From an optimization exercise on the open Yosys and OpenROAD flow, aimed at small area, a short achievable clock period and few clock cycles; shortcuts taken in it are not production practice.
Power is estimated from default activity; no workload was simulated.

==> flow/design.v (excerpt) <==
module bms_codec (
    input  wire        clk,
    input  wire        rst,
    input  wire        req_valid,
    output wire        req_ready,
    input  wire [31:0] req_desc,
    input  wire [7:0]  req_count,
    input  wire [7:0]  req_counter,
    input  wire        in_valid,
    output wire        in_ready,
    input  wire [7:0]  in_data,
    output wire        out_valid,
    input  wire        out_ready,
    output wire [7:0]  out_data,
    output wire        out_last,
    output wire [2:0]  out_status
);
For scale: ~950 flip-flops, about 76 I/O pins, ~0.035 mm² of cells after synthesis.
clock: 9.0 ns
lec_check: 0
cap_margin: 20
core_margin: 2
core_utilization: 40
cts_cluster_diameter: 100
cts_cluster_size: 30
place_density: 0.6
slew_margin: 20
standard.sh (not shown) runs the stock make flow with config.mk's settings and CLKGATE_MAP_FILE= SYNTH_SCRIPT=/design/flow/synth_recipe.tcl, a recipe that flattens the netlist after the stock synthesis.
==> flow/flow/run.sh <==
#!/bin/bash
# Standard layout, with timing repair aiming at a setup slack of MARGIN ns.
set -euo pipefail
MARGIN=6
sed "s/\"\\\${@:-finish}\"/SETUP_SLACK_MARGIN=$MARGIN &/" standard.sh > standard_margin.sh
grep -q "SETUP_SLACK_MARGIN=$MARGIN" standard_margin.sh
bash standard_margin.sh > make_finish.log 2>&1
==> next run, changes <==
--- a/flow/design.v
+++ b/flow/design.v
@@ -65,23 +65,24 @@
     reg         i_legal, i_opb, i_opc;    
     reg         i_port;
     reg  [3:0]  i_n1;            
     reg  [15:0] i_cmd;           
     reg  [1:0]  i_rank;          
     reg         i_hdr;           
     reg  [2:0]  i_col;           
     reg  [3:0]  i_srem;          
     reg  [4:0]  i_row;           
-    reg         w_v, w_st, w_rd, w_c0, w_c6, w_c7, w_last;
-    reg  [3:0]  w_row;
+    reg         w_v, w_rd, w_c0, w_c6, w_c7, w_last;
+    reg  [15:0] w_we;            
     reg  [7:0]  w_data;
     reg  [9:0]  rcrc_q;          
     reg         hi_ok_q;         
+    reg  [7:0]  exp_lo_q;        
     reg  [1:0]  rank_m_q;        
     reg  [767:0] mem;
     reg         p_v, p_fr, p_cmdk, p_wr, p_rd, p_one;
     reg  [3:0]  p_n1;
     reg  [15:0] p_cmd;
     reg  [2:0]  p_stat;
     reg         c_v, c_fr, c_cmdk, c_wr, c_rd, c_one;
     reg  [15:0] c_cmd;
     reg  [2:0]  c_stat;
@@ -142,19 +143,19 @@
     wire [4:0]  nxt_df    = row_nxt - rdf_q;
     wire        chk_cur   = ~cur_df[4];
     wire        chk_nxt   = ~nxt_df[4] | ~i_port;
     wire [9:0] rcrc_byte, rcrc_fold;
     bms_crc10_byte u_rcrc (.crc_in(w_c0 ? CRC10_SEED : rcrc_q), .data(w_data),
                            .crc_out(rcrc_byte));
     bms_crc10_ctr  u_rfold (.crc_in(rcrc_q), .ctr(w_data[7:2]), .crc_out(rcrc_fold));
     wire [1:0] rank_m = (w_data[7:2] == i_cmd[5:0]) ? R_OK :
                         (w_data[7:2] == 6'd0)       ? R_POR : R_CCE;
-    wire       pec_ok    = hi_ok_q & (rcrc_q[7:0] == w_data);
+    wire       pec_ok    = hi_ok_q & (exp_lo_q == w_data);
     wire [1:0] rank_slot = pec_ok ? rank_m_q : R_BRK;
     wire [1:0] rank_new  = (rank_slot > i_rank) ? rank_slot : i_rank;
     wire       w_done   = w_v & w_last;
     wire       w_rdok   = ~w_rd | (rank_new == R_OK);
     wire       push_w   = w_done & ~p_v;
     wire       push_i   = (i_done | n_noin) & ~p_v;
     wire       push     = push_w | push_i;
     reg  [2:0] rank_st;
     always @* begin
@@ -177,19 +178,19 @@
     wire c_end   = iss & s_last;
     wire pop     = p_v & (~c_v | c_end);
     wire s_rowrd = ~s_hdr & ~c_one & s_coh[5];
     wire s_rdpay = ~s_hdr & ~c_one & ~s_coh[6] & ~s_coh[7];    
     wire [3:0] rs = rdf_q[3:0];
     genvar gr;
     generate
         for (gr = 0; gr < 16; gr = gr + 1) begin : g_row
             always @(posedge clk)
-                if ((w_v && w_st && w_row == gr) || (iss && s_rdpay && rs == gr))
+                if (w_we[gr] || (iss && s_rdpay && rs == gr))
                     mem[gr*48 +: 48] <= {w_data, mem[gr*48+8 +: 40]};
         end
     endgenerate
     wire [63:0] m1;
     wire [31:0] m2;
     wire [15:0] m3;
     generate
         for (gr = 0; gr < 8; gr = gr + 1) begin : g_m1
             assign m1[gr*8 +: 8] = rs[0] ? mem[(2*gr+1)*48 +: 8] : mem[(2*gr)*48 +: 8];
@@ -214,23 +215,25 @@
             req_ready_q <= 1'b1;
             in_ready_q  <= 1'b0;
             alloc_q     <= 5'd0;
             rdf_q       <= 5'd0;
             i_busy      <= 1'b0;
             i_done      <= 1'b0;
             i_inph      <= 1'b0;
             i_new       <= 1'b0;
             w_v         <= 1'b0;
+            w_we        <= 16'd0;
             p_v         <= 1'b0;
             c_v         <= 1'b0;
             o_v         <= 1'b0;
         end else begin
             w_v <= in_fire;
+            w_we <= {16{in_fire & pos_store}} & (16'd1 << i_row[3:0]);
             if (req_fire) begin
                 i_busy <= 1'b1;
                 i_done <= 1'b0;
                 i_inph <= d_opb | d_opc;
             end else begin
                 if (push)
                     i_busy <= 1'b0;
                 i_done <= (i_done | n_noin | w_done) & p_v;
                 if ((in_fire && pos_last) || n_noin)
@@ -264,25 +267,23 @@
                 c_v <= 1'b0;
             if (iss && s_rowrd)
                 rdf_q <= rdf_q + 5'd1;
             else if (iss && c_one && c_fr)
                 rdf_q <= rdf_q + {1'b0, s_srem} + 5'd1;    
             if (advance)
                 o_v <= iss;
         end
         w_data <= in_data;
-        w_st   <= pos_store;
         w_rd   <= i_opc & ~i_hdr;
         w_c0   <= (i_col == 3'd0);
         w_c6   <= (i_col == 3'd6);
         w_c7   <= (i_col == 3'd7);
         w_last <= pos_last;
-        w_row  <= i_row[3:0];
         if (req_fire) begin
             i_legal <= (d_kind != K_ILL);
             i_opb   <= d_opb;
             i_opc   <= d_opc;
             i_port <= d_port;
             i_n1   <= req_count[3:0] - 4'd1;
             i_cmd  <= d_cmd | {10'd0, req_counter[5:0]};    
             i_rank <= R_OK;
             i_hdr  <= d_opc;
@@ -304,19 +305,19 @@
                 end else
                     i_col <= i_col + 3'd1;
             end
             if (w_v && w_rd && w_c7)
                 i_rank <= rank_new;
         end
         if (w_v && w_rd) begin
             if (w_c6) begin
                 hi_ok_q  <= (rcrc_fold[9:8] == w_data[1:0]);
-                rcrc_q   <= rcrc_fold;
+                exp_lo_q <= rcrc_fold[7:0];
                 rank_m_q <= rank_m;
             end else if (!w_c7)
                 rcrc_q <= rcrc_byte;
         end
         if (push) begin
             p_n1   <= i_n1;
             p_cmd  <= i_cmd;
             p_cmdk <= (i_kind == K_CMD);
             p_wr   <= (i_kind == K_WR);
After rerunning: The changed run went through all stages and came out clean; core utilization shrinks by 0.65 points; non-clock buffer count shrinks by 60; count of clock-buffer cells in the layout grows by 14; power grows by 0.81%; clock power shrinks by about 3%; synthesized cell count shrinks by 1.6%; routed wire length grows by 3.2%; global-route usage grows by 0.71 points; die area grows by 0.91%; flip-flop and latch count grows by 19; synthesized area grows by 0.92%.
No functional check of the RTL was part of any run of this note.

separate check: timing with driven ports:
The flow's constraints put no driver on any port. The routed layouts listed below were extracted and timed again, unchanged, in two steps. Step 1 (the two cells are an assumption about what drives the block):
set clk [get_ports {clk}]
set_driving_cell -lib_cell sky130_fd_sc_hd__clkbuf_16 $clk
set_driving_cell -lib_cell sky130_fd_sc_hd__buf_2 [delete_from_list [all_inputs] $clk]
Step 2 moves the port delays by t, midway between the first and last clock arrival at a register: inputs arrive t later, outputs are due t later. That takes back most of the time a late clock gives input paths. Three values: ideal ports, drivers, drivers and shift; two values: the first two.
| run | shift t [ns] | setup slack, ns | worst hold slack (ns) | worst register clock-pin slew, ns | worst slew at a driven data input, ns |
|---|---|---|---|---|---|
| the first run | 0.654 | 5.862 / 5.885 / 5.231 | 0.408 / 0.408 / 0.408 | 0.11 / 0.11 | 0.15 |
| the second run | 0.659 | 5.945 / 5.885 / 5.330 | 0.399 / 0.399 / 0.399 | 0.12 / 0.12 | 0.10 |
After both steps every run listed still meets setup and hold. For the first run, which loses most, drivers alone change the setup slack by +0.023 ns; drivers and shift together by -0.631 ns.
